From an optimization exercise on the open Yosys and OpenROAD flow, aimed at small area; shortcuts taken in it are not production practice.
The RTL was checked by simulation tests, not by an equivalence proof against the original design.
Power figures rest on the tool's default switching activity, not on a simulated workload.

Setup of try-delta:
==> flow/design.v <==
module modbus_responder (
    input  wire       clk,
    input  wire       rst,         
    input  wire [7:0] dev_addr,    
    input  wire       rx_valid,
    input  wire [7:0] rx_data,
    input  wire       rx_last,
    output wire       rx_ready,
    output wire       tx_valid,
    output wire [7:0] tx_data,
    output wire       tx_last,
    input  wire       tx_ready
);
    localparam [1:0] S_INIT = 2'd0,    
                     S_RX   = 2'd1,    
                     S_LD   = 2'd2,    
                     S_TX   = 2'd3;    
    localparam [1:0] P_HDR = 2'd0, P_RUN = 2'd1, P_CLO = 2'd2, P_CHI = 2'd3;
    function [15:0] crc16_byte;
        input [15:0] crc;
        input [7:0]  data;
        integer i;
        reg [15:0] x;
        begin
            x = crc ^ {8'h00, data};
            for (i = 0; i < 8; i = i + 1)
                x = x[0] ? ((x >> 1) ^ 16'hA001) : (x >> 1);
            crc16_byte = x;
        end
    endfunction
    function [7:0] bank_init;
        input [4:0] p;
        begin
            bank_init[0] = (p[4] & p[1] & p[0]) | (p[4] & p[3] & p[0]) | (~p[4] & ~p[2] & ~p[0]) | (~p[4] & ~p[3] & p[2]);
            bank_init[1] = (~p[4] & p[3] & ~p[2] & ~p[1]) | (~p[4] & ~p[3] & ~p[0]) | (~p[4] & ~p[3] & p[2] & p[1]);
            bank_init[2] = (~p[4] & p[3] & ~p[2] & ~p[1] & ~p[0]) | (~p[3] & p[2] & p[1]) | (p[4] & p[2] & p[0]) | (~p[4] & ~p[3] & p[1] & ~p[0]);
            bank_init[3] = (p[3] & ~p[2] & p[1] & ~p[0]) | (~p[4] & ~p[3] & p[2] & p[0]) | (~p[4] & ~p[3] & ~p[1] & p[0]);
            bank_init[4] = (p[3] & ~p[2] & ~p[1] & p[0]) | (~p[4] & ~p[3] & ~p[2] & p[1] & p[0]) | (p[4] & p[2] & p[1]);
            bank_init[5] = (p[3] & ~p[2] & p[1] & p[0]) | (~p[4] & ~p[3] & ~p[1] & p[0]);
            bank_init[6] = (~p[4] & ~p[2] & p[0]) | (~p[4] & ~p[3] & p[0]) | (~p[3] & p[2] & p[1] & p[0]);
            bank_init[7] = (~p[4] & ~p[2] & ~p[1] & p[0]) | (~p[4] & ~p[3] & p[0]);
        end
    endfunction
    reg [1:0]   st;
    reg [1:0]   ph;
    reg [4:0]   pos;           
    reg [207:0] bank;          
    reg [207:0] wbuf;          
    reg [7:0]   b;             
    reg [15:0]  crc;
    reg [3:0]   idx;           
    reg [4:0]   wp;            
    reg [3:0]   off;
    reg [3:0]   c;
    reg         fsw, fmw;      
    reg         bad;
    wire [7:0] bank_tap = bank[207:200];
    wire [7:0] wbuf_tap = wbuf[207:200];
    wire       at_wp    = (pos == wp);
    wire [4:0] e        = {1'b0, off} + {1'b0, c};
    wire       run_end  = ({1'b0, wp} == {e, 1'b0});
    wire       span_bad = (c == 4'd0) || (e > 5'd13);
    wire       store    = !bad && (fsw ? (idx >= 4'd4) : (fmw && idx >= 4'd7)) && !run_end;
    wire       take     = (st == S_RX) && rx_valid && (!store || at_wp);
    wire       in_run   = (ph == P_RUN) && !run_end;
    wire       ld_go    = (st == S_LD) && (!in_run || at_wp);
    wire       commit   = (st == S_LD) && in_run && at_wp && (fsw || fmw);
    wire [7:0] bank_in  = (st == S_INIT) ? bank_init(pos) : commit ? wbuf_tap : bank_tap;
    wire [7:0] wbuf_in  = (take && store) ? rx_data : wbuf_tap;
    reg  [7:0] hdr;
    always @(*) begin
        case (idx[2:0])
            3'd0:    hdr = dev_addr;
            3'd1:    hdr = fsw ? 8'h06 : fmw ? 8'h10 : 8'h03;
            3'd2:    hdr = (fsw || fmw) ? 8'h00 : {3'b000, c, 1'b0};
            3'd3:    hdr = {4'h0, off};
            3'd5:    hdr = {4'h0, c};
            default: hdr = 8'h00;
        endcase
    end
    wire [7:0]  ld_byte  = (ph == P_HDR) ? hdr : in_run ? bank_in : crc[7:0];
    wire [7:0]  cbyte    = (st == S_RX) ? rx_data : ld_byte;
    wire [15:0] crc_next = crc16_byte(crc, cbyte);
    wire [3:0]  idx_inc  = idx + {3'd0, ~&idx};
    wire        rx_ok    = !bad && (crc_next == 16'h0000) && (idx == (fmw ? 4'd8 : 4'd7));
    wire [2:0]  hdr_last = fsw ? 3'd3 : fmw ? 3'd5 : 3'd2;
    assign rx_ready = (st == S_RX) && (!store || at_wp);
    assign tx_valid = (st == S_TX);
    assign tx_data  = b;
    assign tx_last  = (ph == P_CHI);
    always @(posedge clk) begin
        bank <= {bank[199:0], bank_in};
        wbuf <= {wbuf[199:0], wbuf_in};
    end
    always @(posedge clk) begin
        if (rst) begin
            st  <= S_INIT;
            pos <= 5'd0;
            ph  <= P_HDR;
            crc <= 16'hFFFF;
            idx <= 4'd0;
            bad <= 1'b0;
        end else begin
            pos <= (pos == 5'd25) ? 5'd0 : pos + 5'd1;
            case (st)
                S_INIT: begin
                    if (pos == 5'd25)
                        st <= S_RX;
                end
                S_RX: begin
                    if (take) begin
                        crc <= crc_next;
                        if (!(fmw && store))
                            idx <= idx_inc;
                        if (store)
                            wp <= wp + 5'd1;
                        case (idx)
                            4'd0: if (rx_data != dev_addr) bad <= 1'b1;
                            4'd1: begin
                                fsw <= (rx_data == 8'h06);
                                fmw <= (rx_data == 8'h10);
                                c   <= 4'd1;
                                if (rx_data != 8'h03 && rx_data != 8'h06 && rx_data != 8'h10)
                                    bad <= 1'b1;
                            end
                            4'd2: if (rx_data != 8'h00) bad <= 1'b1;
                            4'd3: begin
                                off <= rx_data[3:0];
                                wp  <= {rx_data[3:0], 1'b0};
                                if (rx_data > 8'd12) bad <= 1'b1;
                            end
                            4'd4: if (!fsw && rx_data != 8'h00) bad <= 1'b1;
                            4'd5: if (!fsw) begin
                                c <= rx_data[3:0];
                                if (rx_data[7:4] != 4'h0) bad <= 1'b1;
                            end
                            4'd6: if (span_bad || (fmw && rx_data != {3'b000, c, 1'b0}))
                                bad <= 1'b1;
                            default: ;
                        endcase
                        if (rx_last) begin
                            crc <= 16'hFFFF;
                            idx <= 4'd0;
                            bad <= 1'b0;
                            wp  <= {off, 1'b0};
                            ph  <= P_HDR;
                            if (rx_ok)
                                st <= S_LD;
                        end
                    end
                end
                S_LD: begin
                    if (ld_go) begin
                        b <= ld_byte;
                        if (!(in_run && fmw))
                            crc <= crc_next;    
                        if (in_run) begin
                            wp <= wp + 5'd1;
                            if (!fmw)
                                st <= S_TX;
                        end else begin
                            st <= S_TX;
                            if (ph == P_RUN)
                                ph <= P_CLO;
                        end
                    end
                end
                S_TX: begin
                    if (tx_ready) begin
                        st <= S_LD;
                        case (ph)
                            P_HDR: begin
                                idx <= idx_inc;
                                if (idx[2:0] == hdr_last)
                                    ph <= P_RUN;
                            end
                            P_RUN: ;
                            P_CLO: ph <= P_CHI;
                            default: begin
                                ph  <= P_HDR;
                                st  <= S_RX;
                                idx <= 4'd0;
                                crc <= 16'hFFFF;
                            end
                        endcase
                    end
                end
            endcase
        end
    end
endmodule
Settings: LEC_CHECK=0, ABC_AREA=1, CAP_MARGIN=20, CORE_MARGIN=2, CORE_UTILIZATION=72, PLACE_DENSITY=0.82, SLEW_MARGIN=20; clock period 10.0 ns.
standard.sh (not shown) runs the stock make flow with config.mk's settings and CLKGATE_MAP_FILE= SYNTH_SCRIPT=/design/flow/synth_recipe.tcl, a recipe that flattens the netlist after the stock synthesis.
==> flow/flow/run.sh <==
#!/bin/bash
# Own flow: the standard synthesis, then its combinational logic is mapped
# again for area (registers, their names and cell types are left as they
# are), then the standard layout steps on that netlist, with larger CTS
# sink clusters.
set -euo pipefail
HERE=$PWD
R=$HERE/orfs/results/sky130hd/modbus_responder/base
LIB=$FLOW_HOME/platforms/sky130hd/lib/sky130_fd_sc_hd__tt_025C_1v80.lib
YOSYS=${YOSYS_EXE:-yosys}
command -v "$YOSYS" > /dev/null || YOSYS=$FLOW_HOME/../tools/install/yosys/bin/yosys

# 1. standard synthesis
bash standard.sh synth > 1_standard_synth.log 2>&1
cp $R/1_2_yosys.v $HERE/1_2_yosys_standard.v

# 2. combinational cell models from the library (sequential cells stay black boxes)
"$YOSYS" -p "read_liberty -ignore_miss_func $LIB; write_verilog -noattr $HERE/cell_models.v" > 2_models.log 2>&1
awk '/^module /{buf=""; seq=0} {buf=buf $0 "\n"} /always/{seq=1} /^endmodule/{if(!seq) printf "%s", buf; buf=""}' \
    $HERE/cell_models.v > $HERE/comb_models.v

# 3. map the combinational logic again with an area-oriented ABC script
#    (deep AIG synthesis for at most 300 s, then area mapping)
DU=$(sed -n '/DONT_USE_CELLS/,/^#/p' $FLOW_HOME/platforms/sky130hd/config.mk | grep -o "sky130_fd_sc_hd__[a-z0-9_]*" | sed 's/^/-dont_use /' | tr '\n' ' ')
printf 'strash\n&get -n\n&deepsyn -T 300 -S 7\n&put\ndch\nmap -a\nstrash\ndch\namap\ntopo\n' > $HERE/abc_area_map.script
"$YOSYS" -p "read_liberty -lib $LIB; read_verilog -overwrite $HERE/comb_models.v; read_verilog $HERE/1_2_yosys_standard.v; \
  hierarchy -top modbus_responder; flatten; techmap; opt -purge; \
  abc -script $HERE/abc_area_map.script -liberty $LIB $DU; opt_clean -purge; \
  read_liberty -lib -ignore_redef $LIB; hierarchy -top modbus_responder; \
  hilomap -singleton -hicell sky130_fd_sc_hd__conb_1 HI -locell sky130_fd_sc_hd__conb_1 LO; \
  insbuf -buf sky130_fd_sc_hd__buf_1 A X; check -assert -mapped; \
  stat -liberty $LIB; write_verilog -noattr -nohex -nodec $HERE/1_2_yosys_area.v" > 3_resynth.log 2>&1
cp $HERE/1_2_yosys_area.v $R/1_2_yosys.v
rm -f $R/1_synth.odb

# 4. the standard layout on the new netlist; CTS with larger sink clusters
#    (up to 30 flip-flops within 110 um per leaf buffer) and no dummy loads
#    Ports get the smallest buffer cell.
export BUFFER_PORTS_ARGS="-buffer_cell sky130_fd_sc_hd__buf_1"
export CTS_ARGS="-sink_clustering_enable -repair_clock_nets -sink_clustering_size 30 -sink_clustering_max_diameter 110 -dont_use_dummy_load"
bash standard.sh > 4_standard_layout.log 2>&1
For try-xenon, these inputs were changed with respect to try-delta:
--- a/flow/flow/run.sh
+++ b/flow/flow/run.sh
@@ -37 +37 @@
-#    (up to 30 flip-flops within 110 um per leaf buffer) and no dummy loads
+#    (up to 16 flip-flops within 50 um per clkbuf_8 leaf buffer) and no dummy loads
@@ -40 +40 @@
-export CTS_ARGS="-sink_clustering_enable -repair_clock_nets -sink_clustering_size 30 -sink_clustering_max_diameter 110 -dont_use_dummy_load"
+export CTS_ARGS="-sink_clustering_enable -repair_clock_nets -sink_clustering_size 16 -sink_clustering_max_diameter 50 -dont_use_dummy_load -buf_list {sky130_fd_sc_hd__clkbuf_8 sky130_fd_sc_hd__clkbuf_16} -sink_clustering_buffer sky130_fd_sc_hd__clkbuf_8"
--- outcome ---
try-xenon: no failed stages, no open violations at the end. Summary of try-xenon over try-delta: sequential share of cell area lower; clock network fraction of total power has increased; average routed wire per standard cell shows a reduction of 1.5 um; detailed-route via count went down about 3.2%; clock power now larger. The higher sum of routed wire segments on met1 came out of try-xenon. The clock latency on the worst-skew pair in try-xenon sits 0.03 ns below the value recorded for try-delta. | static leakage | try-xenon vs try-delta | 1.1% higher |. Routed wire length: try-xenon lower than try-delta.
--- input diff try-xenon..try-raven ---
# try-xenon
export LEC_CHECK = 0
export ABC_AREA = 1
export CAP_MARGIN = 20
export CORE_MARGIN = 2
export CORE_UTILIZATION = 72
export PLACE_DENSITY = 0.82
export SLEW_MARGIN = 20
create_clock -name core_clock -period 10.0 [get_ports {clk}]
# try-raven
export LEC_CHECK = 0
export ABC_AREA = 1
export CAP_MARGIN = 20
export CORE_MARGIN = 2
export CORE_UTILIZATION = 85
export CTS_CLUSTER_SIZE = 25
export PLACE_DENSITY = 0.92
export SLEW_MARGIN = 20
create_clock -name core_clock -period 10.0 [get_ports {clk}]
--- a/flow/flow/run.sh
+++ b/flow/flow/run.sh
@@ -4,2 +4 @@
-# are), then the standard layout steps on that netlist, with larger CTS
-# sink clusters.
+# are), then the standard layout steps on that netlist.
@@ -23 +21,0 @@
-#    (deep AIG synthesis for at most 300 s, then area mapping)
@@ -25 +23 @@
-printf 'strash\n&get -n\n&deepsyn -T 300 -S 7\n&put\ndch\nmap -a\nstrash\ndch\namap\ntopo\n' > $HERE/abc_area_map.script
+printf 'strash\ndch\nmap -a\ntopo\n' > $HERE/abc_area_map.script
@@ -31 +29 @@
-  insbuf -buf sky130_fd_sc_hd__buf_1 A X; check -assert -mapped; \
+  insbuf -buf sky130_fd_sc_hd__buf_4 A X; check -assert -mapped; \
@@ -36,5 +34 @@
-# 4. the standard layout on the new netlist; CTS with larger sink clusters
-#    (up to 16 flip-flops within 50 um per clkbuf_8 leaf buffer) and no dummy loads
-#    Ports get the smallest buffer cell.
-export BUFFER_PORTS_ARGS="-buffer_cell sky130_fd_sc_hd__buf_1"
-export CTS_ARGS="-sink_clustering_enable -repair_clock_nets -sink_clustering_size 16 -sink_clustering_max_diameter 50 -dont_use_dummy_load -buf_list {sky130_fd_sc_hd__clkbuf_8 sky130_fd_sc_hd__clkbuf_16} -sink_clustering_buffer sky130_fd_sc_hd__clkbuf_8"
+# 4. the standard layout on the new netlist
[summary]
- Among try-xenon and try-raven, the run that stopped before the end is try-raven, and it is the only one.
- try-xenon → try-raven: area after synthesis saw an increase, total instance count after detailed placement saw an increase, die boundary width saw a decrease.
Here is what was changed in the inputs of try-fjord compared with try-raven.
# try-raven
export LEC_CHECK = 0
export ABC_AREA = 1
export CAP_MARGIN = 20
export CORE_MARGIN = 2
export CORE_UTILIZATION = 85
export CTS_CLUSTER_SIZE = 25
export PLACE_DENSITY = 0.92
export SLEW_MARGIN = 20
create_clock -name core_clock -period 10.0 [get_ports {clk}]
# try-fjord
export LEC_CHECK = 0
export ABC_AREA = 1
export CAP_MARGIN = 20
export CORE_MARGIN = 2
export CORE_UTILIZATION = 72
export CTS_CLUSTER_SIZE = 25
export PLACE_DENSITY = 0.82
export SLEW_MARGIN = 20
create_clock -name core_clock -period 10.0 [get_ports {clk}]
==> flow/run.sh (new file) <==
#!/bin/bash
# synth_recipe.tcl (not shown) runs the flow's synth.tcl, then flattens the netlist and writes it again
# the make line also repeats each setting of config.mk as NAME=value (left out here)
make -C /OpenROAD-flow-scripts/flow DESIGN_CONFIG=/design/flow/config.mk WORK_HOME=/design/flow/orfs CLKGATE_MAP_FILE= SYNTH_SCRIPT=/design/flow/synth_recipe.tcl finish
removed: flow/flow/run.sh
removed: flow/standard.sh
==> results.txt <==
try-fjord completed; timing, DRC and antenna clean. Looking at placement row count across try-fjord and try-raven, the one that comes out higher is try-fjord. Final estimated routing congestion in global placement (try-fjord over try-raven): decrease, 0.047. Delta(starting density of the core, try-fjord - try-raven) < 0. try-fjord vs try-raven: cell total after placement up by more than 10%. The run showing the smaller chip height is try-raven. Lower net count after synthesis among try-fjord and try-raven: try-raven. Compared with try-raven, in try-fjord worst setup timing slack at the placement stage saw an increase; synthesized cell count saw an increase; synthesized area saw an increase. When try-fjord is set beside try-raven, its horizontal extent of the die turns out to be about 12% larger.
--- input diff try-fjord..try-yarrow ---
# try-fjord
export LEC_CHECK = 0
export ABC_AREA = 1
export CAP_MARGIN = 20
export CORE_MARGIN = 2
export CORE_UTILIZATION = 72
export CTS_CLUSTER_SIZE = 25
export PLACE_DENSITY = 0.82
export SLEW_MARGIN = 20
create_clock -name core_clock -period 10.0 [get_ports {clk}]
# try-yarrow
export LEC_CHECK = 0
export ABC_AREA = 1
export CAP_MARGIN = 20
export CORE_MARGIN = 2
export CORE_UTILIZATION = 72
export PLACE_DENSITY = 0.82
export SLEW_MARGIN = 20
create_clock -name core_clock -period 10.0 [get_ports {clk}]
==> flow/flow/run.sh (new file) <==
#!/bin/bash
# Own flow: the standard synthesis, then its combinational logic is mapped
# again for area (registers, their names and cell types are left as they
# are), then the standard layout steps on that netlist, with larger CTS
# sink clusters.
set -euo pipefail
HERE=$PWD
R=$HERE/orfs/results/sky130hd/modbus_responder/base
LIB=$FLOW_HOME/platforms/sky130hd/lib/sky130_fd_sc_hd__tt_025C_1v80.lib
YOSYS=${YOSYS_EXE:-yosys}
command -v "$YOSYS" > /dev/null || YOSYS=$FLOW_HOME/../tools/install/yosys/bin/yosys

# 1. standard synthesis
bash standard.sh synth > 1_standard_synth.log 2>&1
cp $R/1_2_yosys.v $HERE/1_2_yosys_standard.v

# 2. combinational cell models from the library (sequential cells stay black boxes)
"$YOSYS" -p "read_liberty -ignore_miss_func $LIB; write_verilog -noattr $HERE/cell_models.v" > 2_models.log 2>&1
awk '/^module /{buf=""; seq=0} {buf=buf $0 "\n"} /always/{seq=1} /^endmodule/{if(!seq) printf "%s", buf; buf=""}' \
    $HERE/cell_models.v > $HERE/comb_models.v

# 3. map the combinational logic again with an area-oriented ABC script
DU=$(sed -n '/DONT_USE_CELLS/,/^#/p' $FLOW_HOME/platforms/sky130hd/config.mk | grep -o "sky130_fd_sc_hd__[a-z0-9_]*" | sed 's/^/-dont_use /' | tr '\n' ' ')
printf 'strash\ndch\nmap -a\ntopo\n' > $HERE/abc_area_map.script
"$YOSYS" -p "read_liberty -lib $LIB; read_verilog -overwrite $HERE/comb_models.v; read_verilog $HERE/1_2_yosys_standard.v; \
  hierarchy -top modbus_responder; flatten; techmap; opt -purge; \
  abc -script $HERE/abc_area_map.script -liberty $LIB $DU; opt_clean -purge; \
  read_liberty -lib -ignore_redef $LIB; hierarchy -top modbus_responder; \
  hilomap -singleton -hicell sky130_fd_sc_hd__conb_1 HI -locell sky130_fd_sc_hd__conb_1 LO; \
  insbuf -buf sky130_fd_sc_hd__buf_4 A X; check -assert -mapped; \
  stat -liberty $LIB; write_verilog -noattr -nohex -nodec $HERE/1_2_yosys_area.v" > 3_resynth.log 2>&1
cp $HERE/1_2_yosys_area.v $R/1_2_yosys.v
rm -f $R/1_synth.odb

# 4. the standard layout on the new netlist; CTS with larger sink clusters
#    (about 30 flip-flops per leaf buffer) and no dummy loads
export CTS_ARGS="-sink_clustering_enable -repair_clock_nets -sink_clustering_size 30 -sink_clustering_max_diameter 150 -dont_use_dummy_load"
bash standard.sh > 4_standard_layout.log 2>&1
==> flow/standard.sh (new file) <==
#!/bin/bash
# synth_recipe.tcl (not shown) runs the flow's synth.tcl, then flattens the netlist and writes it again
# the make line also repeats each setting of config.mk as NAME=value (left out here)
make -C /OpenROAD-flow-scripts/flow DESIGN_CONFIG=/design/flow/config.mk WORK_HOME=/design/flow/orfs CLKGATE_MAP_FILE= SYNTH_SCRIPT=/design/flow/synth_recipe.tcl "${@:-finish}"
removed: flow/run.sh
## What came out
try-yarrow reached the end of the flow, and the finished layout is clean on the timing, design-rule and antenna checks.
try-fjord -> try-yarrow: synthesized netlist cell count decreased by more than 10%
try-yarrow vs. try-fjord: insertion delay of the later-clocked pin in the worst-skew pair lower; full die area lower.
Sequential cell fraction of total power up 13 points in try-yarrow wrt try-fjord
Against try-fjord, try-yarrow reports a clock tree buffer count of the final layout that is lower.
met3 routing resource usage after global routing in try-yarrow is 4.8 points below try-fjord.
Worst reg-to-reg path cell count is higher on try-yarrow
try-yarrow vs try-fjord: weighted congestion at the end of routability-driven global placement down in try-yarrow
Looking at try-yarrow and try-fjord, the clock net sink count is a wash.

## afterwards: timing with drivers on the ports
No port has a modelled driver above. Below, the same layouts with a new extraction and two added sets of constraints.
Step 1: set_driving_cell puts a clkbuf_16 on clk and a buf_2 on each other input, an assumption about the parent block.
Step 2 times the ports against the registers' clock, not the clock port: input delays grow and output delays shrink by t, the midpoint of the rising clock arrivals with the driver on.
Three values: ideal ports, drivers, drivers and shift; two values: the first two.
| run | t (ns) | slack for setup (ns) | worst slew at a driven data input, ns |
|---|---|---|---|
| try-delta | 0.552 | 3.101 / 3.101 / 3.101 | 0.03 |
| try-xenon | 0.521 | 3.487 / 3.487 / 3.487 | 0.04 |
| try-fjord | 0.587 | 4.096 / 4.046 / 4.401 | 0.04 |
| try-yarrow | 0.558 | 2.568 / 2.568 / 2.568 | 0.04 |
After both steps setup and hold are still met in every run listed.
